Source: an optimization exercise on an open RTL-to-GDS flow (aim: small area). Production flows keep margins and buffers that such runs may drop. RTL that was checked went through simulation tests only; none was proved equivalent to the original. The clock port is modelled as an ideal driver, which makes a skipped or thinned clock tree look cheaper than it is; a real chip needs a root buffer or a tree. Power and IR drop assume default switching activity.

purple:
==> module dht_xnor, before the edit <==
module dht_xnor (
    input  wire a,
    input  wire b,
    output wire y
);
    assign y = !(a ^ b);
endmodule
==> module dht_and, before the edit <==
module dht_and (
    input  wire a,
    input  wire b,
    output wire y
);
    assign y = a & b;
endmodule
==> module dht_ninc, before the edit <==
module dht_ninc #(parameter integer W = 8) (
    input  wire [W-1:0] q,
    output wire [W-1:0] ny
);
    wire [W:0] c;
    assign c[0] = 1'b1;
    assign ny[0] = q[0];
    assign c[1] = q[0];
    genvar i;
    generate
        for (i = 1; i < W; i = i + 1) begin : g
            dht_xnor u (.a(q[i]), .b(c[i]), .y(ny[i]));
            dht_and v (.a(q[i]), .b(c[i]), .y(c[i+1]));
        end
    endgenerate
endmodule
clock: 10.0 ns
lec_check: 0
cap_margin: 20
core_margin: 2
core_utilization: 40
place_density: 0.6
slew_margin: 20
synth_hierarchical: 1
standard.sh (not shown) runs the stock make flow with config.mk's settings and CLKGATE_MAP_FILE= SYNTH_SCRIPT=/design/flow/synth_recipe.tcl, a recipe that flattens the netlist after the stock synthesis.
==> flow/flow/run.sh <==
#!/bin/bash
# Own layout flow: the standard ORFS flow (standard.sh, with its
# standard synthesis), with these changes:
#  - ports get the smallest buffer (buf_1) instead of ORFS's pick;
#  - before clock tree synthesis, combinational cells are set to their
#    smallest size (the later timing repair sizes up where needed);
#  - the clock tree is built by flow/my_cts.tcl (one root buffer and
#    CTS_NLEAF leaf buffers over location clusters of the flip-flops) in
#    place of TritonCTS, and flow/post_cts.tcl strengthens any leaf buffer
#    whose flip-flops would see a clock slew above CTS_SLEW_TARGET (ns).
# The output of the whole flow goes to standard.log here; each ORFS step
# also keeps its own log under orfs/logs/.
set -euo pipefail
export BUFFER_PORTS_ARGS="-buffer_cell sky130_fd_sc_hd__buf_1"
export PRE_CTS_TCL="$PWD/flow/my_cts.tcl"
export POST_CTS_TCL="$PWD/flow/post_cts.tcl"
export CTS_NLEAF=9
export CTS_LEAFBUF=sky130_fd_sc_hd__clkbuf_8
export CTS_ROOTBUF=sky130_fd_sc_hd__clkbuf_16
export CTS_SLEW_TARGET=0.118
bash standard.sh > standard.log 2>&1
Other scripts of this flow, unchanged in this note and not shown: flow/flow/my_cts.tcl, flow/flow/post_cts.tcl
Input changes introduced in blue (baseline for comparison: purple):
diff --git a/flow/design.v b/flow/design.v
--- a/flow/design.v
+++ b/flow/design.v
@@ -75,35 +75,19 @@
     endgenerate
     dht_ha u6 (.a(x[6]), .b(c[6]), .s(y[9]), .co(c[7]));
     dht_ha u7 (.a(x[7]), .b(c[7]), .s(y[10]), .co(y[11]));
 endmodule
-module dht_xnor (
-    input  wire a,
-    input  wire b,
-    output wire y
-);
-    assign y = !(a ^ b);
-endmodule
-module dht_and (
-    input  wire a,
-    input  wire b,
-    output wire y
-);
-    assign y = a & b;
-endmodule
 module dht_ninc #(parameter integer W = 8) (
     input  wire [W-1:0] q,
     output wire [W-1:0] ny
 );
     wire [W:0] c;
     assign c[0] = 1'b1;
-    assign ny[0] = q[0];
-    assign c[1] = q[0];
     genvar i;
     generate
-        for (i = 1; i < W; i = i + 1) begin : g
-            dht_xnor u (.a(q[i]), .b(c[i]), .y(ny[i]));
-            dht_and v (.a(q[i]), .b(c[i]), .y(c[i+1]));
+        for (i = 0; i < W; i = i + 1) begin : g
+            assign ny[i]  = !(q[i] ^ c[i]);
+            assign c[i+1] = q[i] & c[i];
         end
     endgenerate
 endmodule
 module dht_rate (
[summary]
Relative to purple, multi-input combinational cell area decreased by 1.6% in blue.
The higher routed length per instance of blue and purple is in purple.
Compared blue against purple; total power within noise.
Lower share of the final layout cell area in sequential cells goes to blue over purple.
On post-route minimum period: between blue and purple, it ends up lower for purple.
Utilization essentially unchanged between purple and blue.
Comparing area of the mapped netlist for blue and purple, the bigger number came from blue.
The number of nets in the final layout of blue exceeds that of purple by about 2.6%.
Compared with purple, in blue worst hold slack shows a reduction of 0.0056 ns, final instance count without filler cells shows no meaningful change, global-route usage over all layers shows a reduction of 0.93 points, count of non-CTS inverters in the layout shows an increase of 20.
No run of this note takes its clock network from TritonCTS; it comes from the design's own scripts or RTL.

========
The RTL this note starts from:
==> flow/design.v <==
module dht_fa (
    input  wire a,
    input  wire b,
    input  wire c,
    output wire s,
    output wire co
);
    assign s  = a ^ b ^ c;
    assign co = (a & b) | (a & c) | (b & c);
endmodule
module dht_ha (
    input  wire a,
    input  wire b,
    output wire s,
    output wire co
);
    assign s  = a ^ b;
    assign co = a & b;
endmodule
module dht_inc #(parameter integer W = 8) (
    input  wire [W-1:0] q,
    output wire [W-1:0] y
);
    wire [W:0] c;
    assign c[0] = 1'b1;
    genvar i;
    generate
        for (i = 0; i < W - 1; i = i + 1) begin : g
            dht_ha u (.a(q[i]), .b(c[i]), .s(y[i]), .co(c[i+1]));
        end
    endgenerate
    assign y[W-1] = q[W-1] ^ c[W-1];
endmodule
module dht_sum4 (
    input  wire [7:0] b0,
    input  wire [7:0] b1,
    input  wire [7:0] b2,
    input  wire [7:0] b3,
    output wire [7:0] sum
);
    wire [7:0] s1, c1, s2, c2;
    wire [7:0] k;
    genvar i;
    generate
        for (i = 0; i < 7; i = i + 1) begin : g1
            dht_fa u (.a(b0[i]), .b(b1[i]), .c(b2[i]), .s(s1[i]), .co(c1[i]));
        end
    endgenerate
    assign s1[7] = b0[7] ^ b1[7] ^ b2[7];
    dht_ha u20 (.a(s1[0]), .b(b3[0]), .s(s2[0]), .co(c2[0]));
    generate
        for (i = 1; i < 7; i = i + 1) begin : g2
            dht_fa u (.a(s1[i]), .b(c1[i-1]), .c(b3[i]), .s(s2[i]), .co(c2[i]));
        end
    endgenerate
    assign s2[7] = s1[7] ^ c1[6] ^ b3[7];
    assign sum[0] = s2[0];
    dht_ha u31 (.a(s2[1]), .b(c2[0]), .s(sum[1]), .co(k[2]));
    generate
        for (i = 2; i < 7; i = i + 1) begin : g3
            dht_fa u (.a(s2[i]), .b(c2[i-1]), .c(k[i]), .s(sum[i]), .co(k[i+1]));
        end
    endgenerate
    assign sum[7] = s2[7] ^ c2[6] ^ k[7];
endmodule
module dht_x10 (
    input  wire [7:0]  x,
    output wire [11:0] y
);
    wire [8:0] c;
    assign y[0] = 1'b0;
    assign y[1] = x[0];
    assign y[2] = x[1];
    dht_ha u0 (.a(x[0]), .b(x[2]), .s(y[3]), .co(c[1]));
    genvar i;
    generate
        for (i = 1; i < 6; i = i + 1) begin : g
            dht_fa u (.a(x[i]), .b(x[i+2]), .c(c[i]), .s(y[i+3]), .co(c[i+1]));
        end
    endgenerate
    dht_ha u6 (.a(x[6]), .b(c[6]), .s(y[9]), .co(c[7]));
    dht_ha u7 (.a(x[7]), .b(c[7]), .s(y[10]), .co(y[11]));
endmodule
module dht_rate (
    input  wire [21:0] now,
    input  wire [21:0] last,
    output wire        lt
);
    localparam [21:0] MIN_PERIOD = 22'd3000000;    
    wire        b6 = (now[5:0] < last[5:0]);
    wire [22:6] c;
    wire [21:6] d;
    wire [22:6] l;
    assign c[6] = !b6;                             
    assign l[6] = 1'b0;
    genvar i;
    generate
        for (i = 6; i < 22; i = i + 1) begin : g
            wire nl = !last[i];
            dht_fa u (.a(now[i]), .b(nl), .c(c[i]), .s(d[i]), .co(c[i+1]));
            if (MIN_PERIOD[i]) begin : g1
                assign l[i+1] = !d[i] | l[i];
            end else begin : g0
                assign l[i+1] = !d[i] & l[i];
            end
        end
    endgenerate
    assign lt = l[22];
endmodule
module dhtdec (
    input  wire        clk,
    input  wire        rst,         
    input  wire        variant,     
    input  wire        pin_i,       
    output wire        pin_o,
    output wire        pin_oe,
    output wire        pin_pu,
    input  wire        cmd_valid,
    input  wire [3:0]  cmd_op,
    output wire [1:0]  cmd_ack,
    output wire        rsp_valid,
    output wire [63:0] rsp_data,
    output wire        done_valid,
    output wire [2:0]  done_code,
    output wire        busy
);
    reg [3:0]  phase;
    reg [14:0] tmr;
    reg [5:0]  bitidx;
    reg [31:0] bits;
    reg        mism;
    reg [2:0]  last_result;
    reg [39:0] last_frame;
    reg [21:0] last_ok_time;
    reg        last_ok_valid;
    reg [21:0] now;
    wire [21:0] now_inc;
    wire [5:0]  idx_inc;
    genvar i;
    wire idle   = (phase == 4'd0);
    wire ph1    = (phase == 4'd1);
    wire ph2    = (phase == 4'd2);
    wire ph3    = (phase == 4'd3);
    wire ph4    = (phase == 4'd4);
    wire ph5    = (phase == 4'd5);
    wire ph6    = (phase == 4'd6);
    wire ph7    = (phase == 4'd7);
    wire ph8    = (phase == 4'd8);
    wire ph9    = (phase == 4'd9);
    wire ph10   = (phase == 4'd10);
    wire t_low11 = !tmr[0] & tmr[1] & tmr[2] & !tmr[3] & tmr[4] & !tmr[5] & !tmr[6] &
                   tmr[7] & !tmr[8] & tmr[9] & tmr[10] & !tmr[11] & tmr[12] & tmr[14];   
    wire t_low22 = tmr[0] & !tmr[1] & !tmr[2] & tmr[3] & !tmr[4] & !tmr[5] & tmr[7] &
                   !tmr[8] & !tmr[10] & tmr[14];                                          
    wire t_29    = !tmr[0] & tmr[1] & !tmr[14];
    wire t_39    = tmr[8] & !tmr[9] & !tmr[10] & tmr[11];
    wire t_40    = tmr[9] & !tmr[10] & !tmr[11] & tmr[12];
    wire t_100   = !tmr[1] & tmr[2] & !tmr[10];
    wire t_75    = !tmr[0] & tmr[1] & !tmr[4];
    wire t_50    = !tmr[5] & tmr[6] & !tmr[7];
    wire hit_low  = variant ? t_low22 : t_low11;
    wire is_wait  = ph4 | ph5 | ph6 | ph7 | ph9;
    wire wait_lvl = ph4 | ph6 | ph9;
    wire exit_w   = is_wait & (pin_i != wait_lvl);
    wire hit      = ph1 |
                    (ph2 & hit_low) |
                    (ph3 & t_29) |
                    (ph4 & t_40) |
                    ((ph5 | ph6) & t_100) |
                    (ph7 & t_75) |
                    (ph8 & t_39) |
                    (ph9 & t_50);
    wire timed    = ph1 | ph2 | ph3 | ph8;
    wire adv_t    = timed & hit;
    wire fail     = is_wait & !exit_w & hit;
    wire last_bit = bitidx[5] & bitidx[2] & bitidx[1] & bitidx[0];    
    wire sample   = ph8 & hit;
    wire [7:0] sum;
    dht_sum4 u_sum (.b0(bits[31:24]), .b1(bits[23:16]), .b2(bits[15:8]), .b3(bits[7:0]), .sum(sum));
    wire exp_bit = sum[~bitidx[2:0]];
    wire bad_bit = pin_i ^ exp_bit;
    wire lt_next;
    dht_rate u_rate (.now(now_inc), .last(last_ok_time), .lt(lt_next));
    reg  rate_limited;
    wire        cv       = cmd_valid & !rst;
    wire        read_cmd = cmd_valid & (cmd_op == 4'd1);
    wire        start    = read_cmd & idle & !rate_limited;
    wire        cmd_done = cv & (cmd_op == 4'd1) & idle & rate_limited;
    wire        csum_ok  = !mism;
    wire        seq_done = fail | ph10;
    wire        commit   = ph10 & csum_ok;
    wire [2:0]  seq_code = ph10 ? (csum_ok ? 3'd0 : 3'd5) :
                           ph4 ? 3'd1 : ph5 ? 3'd2 : ph6 ? 3'd3 : 3'd4;
    reg [3:0] phase_n;
    always @(*) begin
        phase_n = phase;
        if (idle) begin
            if (start) phase_n = 4'd1;
        end else if (seq_done) begin
            phase_n = 4'd0;
        end else if (adv_t) begin
            phase_n = phase + 4'd1;
        end else if (exit_w) begin
            if (ph9) phase_n = last_bit ? 4'd10 : 4'd7;
            else     phase_n = phase + 4'd1;
        end
    end
    dht_inc #(.W(22)) u_ninc (.q(now), .y(now_inc));
    dht_inc #(.W(6))  u_iinc (.q(bitidx), .y(idx_inc));
    always @(posedge clk) begin
        if (idle | adv_t | exit_w) tmr <= 15'd0;
        else                       tmr <= {tmr[13:0], !(tmr[14] ^ tmr[13])};
        if (sample & !bitidx[5]) bits <= {bits[30:0], pin_i};
        if (sample & bitidx[5])  mism <= bad_bit | (mism & (bitidx[2:0] != 3'd0));
        if (commit) begin
            last_frame   <= {bits, sum};
            last_ok_time <= now;
        end
        if (rst) begin
            phase         <= 4'd0;
            bitidx        <= 6'd0;
            last_result   <= 3'd0;
            last_ok_valid <= 1'b0;
            rate_limited  <= 1'b0;
            now           <= 22'd0;
        end else begin
            now   <= now_inc;
            phase <= phase_n;
            if (seq_done)
                bitidx <= 6'd0;
            else if (ph9 & exit_w & !last_bit)
                bitidx <= idx_inc;
            if (seq_done)
                last_result <= seq_code;
            if (commit)
                last_ok_valid <= 1'b1;
            rate_limited <= commit | (last_ok_valid & lt_next);
        end
    end
    wire ok      = cv & !cmd_op[3];
    wire s_res   = ok & (cmd_op[2:0] == 3'd2);
    wire s_hum   = ok & (cmd_op[2:0] == 3'd3) & last_ok_valid;
    wire s_temp  = ok & (cmd_op[2:0] == 3'd4) & last_ok_valid;
    wire s_frame = ok & (cmd_op[2:0] == 3'd5) & last_ok_valid;
    wire s_time  = ok & (cmd_op[2:0] == 3'd6) & last_ok_valid;
    wire s_stat  = ok & (cmd_op[2:0] == 3'd7);
    wire [7:0]  x10_in = cmd_op[0] ? last_frame[39:32] : last_frame[23:16];
    wire [11:0] x10;
    dht_x10 u_x10 (.x(x10_in), .y(x10));
    wire [14:0] mag = last_frame[22:8];
    wire        neg = last_frame[23];
    wire [15:0] mor;
    wire [15:0] temp1;
    assign mor[0] = 1'b0;
    generate
        for (i = 0; i < 15; i = i + 1) begin : g_neg
            assign temp1[i] = mag[i] ^ (neg & mor[i]);
            assign mor[i+1] = mor[i] | mag[i];
        end
    endgenerate
    assign temp1[15] = neg & mor[15];
    wire s_dec0  = (s_hum | s_temp) & !variant;
    wire s_hum1  = s_hum & variant;
    wire s_temp1 = s_temp & variant;
    wire [12:0] status_image = {bitidx, phase, variant, last_ok_valid, !idle};
    assign rsp_valid = ok & (cmd_op[2:1] != 2'b00);
    assign rsp_data  = ({64{s_res}}   & {61'd0, last_result}) |
                       ({64{s_dec0}}  & {52'd0, x10}) |
                       ({64{s_hum1}}  & {48'd0, last_frame[39:24]}) |
                       ({64{s_temp1}} & {{48{temp1[15]}}, temp1}) |
                       ({64{s_frame}} & {24'd0, last_frame}) |
                       ({64{s_time}}  & {42'd0, last_ok_time}) |
                       ({64{s_stat}}  & {51'd0, status_image});
    assign cmd_ack = !cv ? 2'd0 :
                     cmd_op[3] ? 2'd3 :
                     ((cmd_op[2:0] == 3'd1) & !idle) ? 2'd2 : 2'd1;
    assign done_valid = !rst & (seq_done | cmd_done);
    assign done_code  = rst ? 3'd0 : seq_done ? seq_code : cmd_done ? last_result : 3'd0;
    assign pin_oe = ph1 | ph2 | ph3;
    assign pin_o  = !ph2;
    assign pin_pu = 1'b1;
    assign busy   = !idle;
endmodule
==> flow/config.mk <==
export PLATFORM = sky130hd
export DESIGN_NAME = dhtdec
export DESIGN_NICKNAME = dhtdec
export VERILOG_FILES = /design/flow/design.v
export SDC_FILE = /design/flow/constraint.sdc
export NUM_CORES = 4
export LEC_CHECK = 0
export CAP_MARGIN = 20
export CORE_MARGIN = 2
export CORE_UTILIZATION = 40
export PLACE_DENSITY = 0.6
export SLEW_MARGIN = 20
==> flow/constraint.sdc <==
create_clock -name core_clock -period 10.0 [get_ports {clk}]
set_input_delay 2.0000 -clock core_clock [delete_from_list [all_inputs] [get_ports {clk}]]
set_output_delay 2.0000 -clock core_clock [all_outputs]
set_load 0.01 [all_outputs]
==> flow/flow/run.sh <==
#!/bin/bash
# Own layout flow: the standard ORFS flow (standard.sh, unchanged
# synthesis), with small port buffers and a clock tree of small buffers.
set -euo pipefail
export BUFFER_PORTS_ARGS="-buffer_cell sky130_fd_sc_hd__buf_1"
export CTS_ARGS="-sink_clustering_enable -repair_clock_nets -dont_use_dummy_load -buf_list {sky130_fd_sc_hd__clkbuf_8} -root_buf sky130_fd_sc_hd__clkbuf_8 -sink_clustering_size 20"
bash standard.sh > standard.log 2>&1
Then changed:
--- a/flow/design.v
+++ b/flow/design.v
@@ -133,10 +133,8 @@
     reg [39:0] last_frame;
     reg [21:0] last_ok_time;
     reg        last_ok_valid;
     reg [21:0] now;
-    wire [21:0] now_inc;
-    wire [5:0]  idx_inc;
     genvar i;
     wire idle   = (phase == 4'd0);
     wire ph1    = (phase == 4'd1);
     wire ph2    = (phase == 4'd2);
@@ -178,11 +176,11 @@
     wire [7:0] sum;
     dht_sum4 u_sum (.b0(bits[31:24]), .b1(bits[23:16]), .b2(bits[15:8]), .b3(bits[7:0]), .sum(sum));
     wire exp_bit = sum[~bitidx[2:0]];
     wire bad_bit = pin_i ^ exp_bit;
-    wire lt_next;
-    dht_rate u_rate (.now(now_inc), .last(last_ok_time), .lt(lt_next));
-    reg  rate_limited;
+    wire lt;
+    dht_rate u_rate (.now(now), .last(last_ok_time), .lt(lt));
+    wire rate_limited = last_ok_valid & lt;
     wire        cv       = cmd_valid & !rst;
     wire        read_cmd = cmd_valid & (cmd_op == 4'd1);
     wire        start    = read_cmd & idle & !rate_limited;
     wire        cmd_done = cv & (cmd_op == 4'd1) & idle & rate_limited;
@@ -204,8 +202,10 @@
             if (ph9) phase_n = last_bit ? 4'd10 : 4'd7;
             else     phase_n = phase + 4'd1;
         end
     end
+    wire [21:0] now_inc;
+    wire [5:0]  idx_inc;
     dht_inc #(.W(22)) u_ninc (.q(now), .y(now_inc));
     dht_inc #(.W(6))  u_iinc (.q(bitidx), .y(idx_inc));
     always @(posedge clk) begin
         if (idle | adv_t | exit_w) tmr <= 15'd0;
@@ -220,9 +220,8 @@
             phase         <= 4'd0;
             bitidx        <= 6'd0;
             last_result   <= 3'd0;
             last_ok_valid <= 1'b0;
-            rate_limited  <= 1'b0;
             now           <= 22'd0;
         end else begin
             now   <= now_inc;
             phase <= phase_n;
@@ -233,9 +232,8 @@
             if (seq_done)
                 last_result <= seq_code;
             if (commit)
                 last_ok_valid <= 1'b1;
-            rate_limited <= commit | (last_ok_valid & lt_next);
         end
     end
     wire ok      = cv & !cmd_op[3];
     wire s_res   = ok & (cmd_op[2:0] == 3'd2);
Outcome: Hold slack gets better by 38 ps; combinational power goes down by 14%; wire length goes up by 6.1%; die area goes up by 0.73%; count of clock-buffer cells in the layout is unchanged; sequential share of layout area goes down by 1.1 points; setup slack gets worse by 1600 ps; total power goes down by 0.91%; non-clock buffer count goes up by 6; utilization goes up by 0.74 points; cell count goes up by 3.6%; final area goes up by 2.0%; synthesized area goes up by 0.75%.
No functional check of the RTL was part of the second run of this note.

re-timing with driven ports:
The flow's constraints put no driver on any port. The routed layouts listed below were extracted and timed again, unchanged, in two steps. Step 1 sets driving cells, clkbuf_16 on the clock port and buf_2 on the other inputs (assumed; they add their load-dependent delay and slew). Step 2 adds t to the input delays and takes it off the output delays; t is the mean of the earliest and latest rising clock arrival at the registers after step 1. Input paths then give back, and output paths get back, about the clock's delay inside the block. a / b / c = ideal / step 1 / step 2; a / b = the first two.
| run | t, ns | slack for setup (ns) | worst register clock-pin slew, ns | cell pins on the clock port's net |
|---|---|---|---|---|
| purple | 0.404 | 1.547 / 1.547 / 1.547 | 0.12 / 0.12 | 1 |
| blue | 0.407 | 1.310 / 1.310 / 1.310 | 0.11 / 0.11 | 1 |
| the first run of note 2 | 0.491 | 1.918 / 1.889 / 1.889 | 0.10 / 0.10 | 1 |
| the second run of note 2 | 0.476 | 0.352 / 0.312 / 0.788 | 0.10 / 0.10 | 1 |
After both steps setup and hold are still met in every run listed. For the first run of note 2, which loses most, drivers alone change the setup slack by -0.029 ns; drivers and shift together by -0.029 ns.
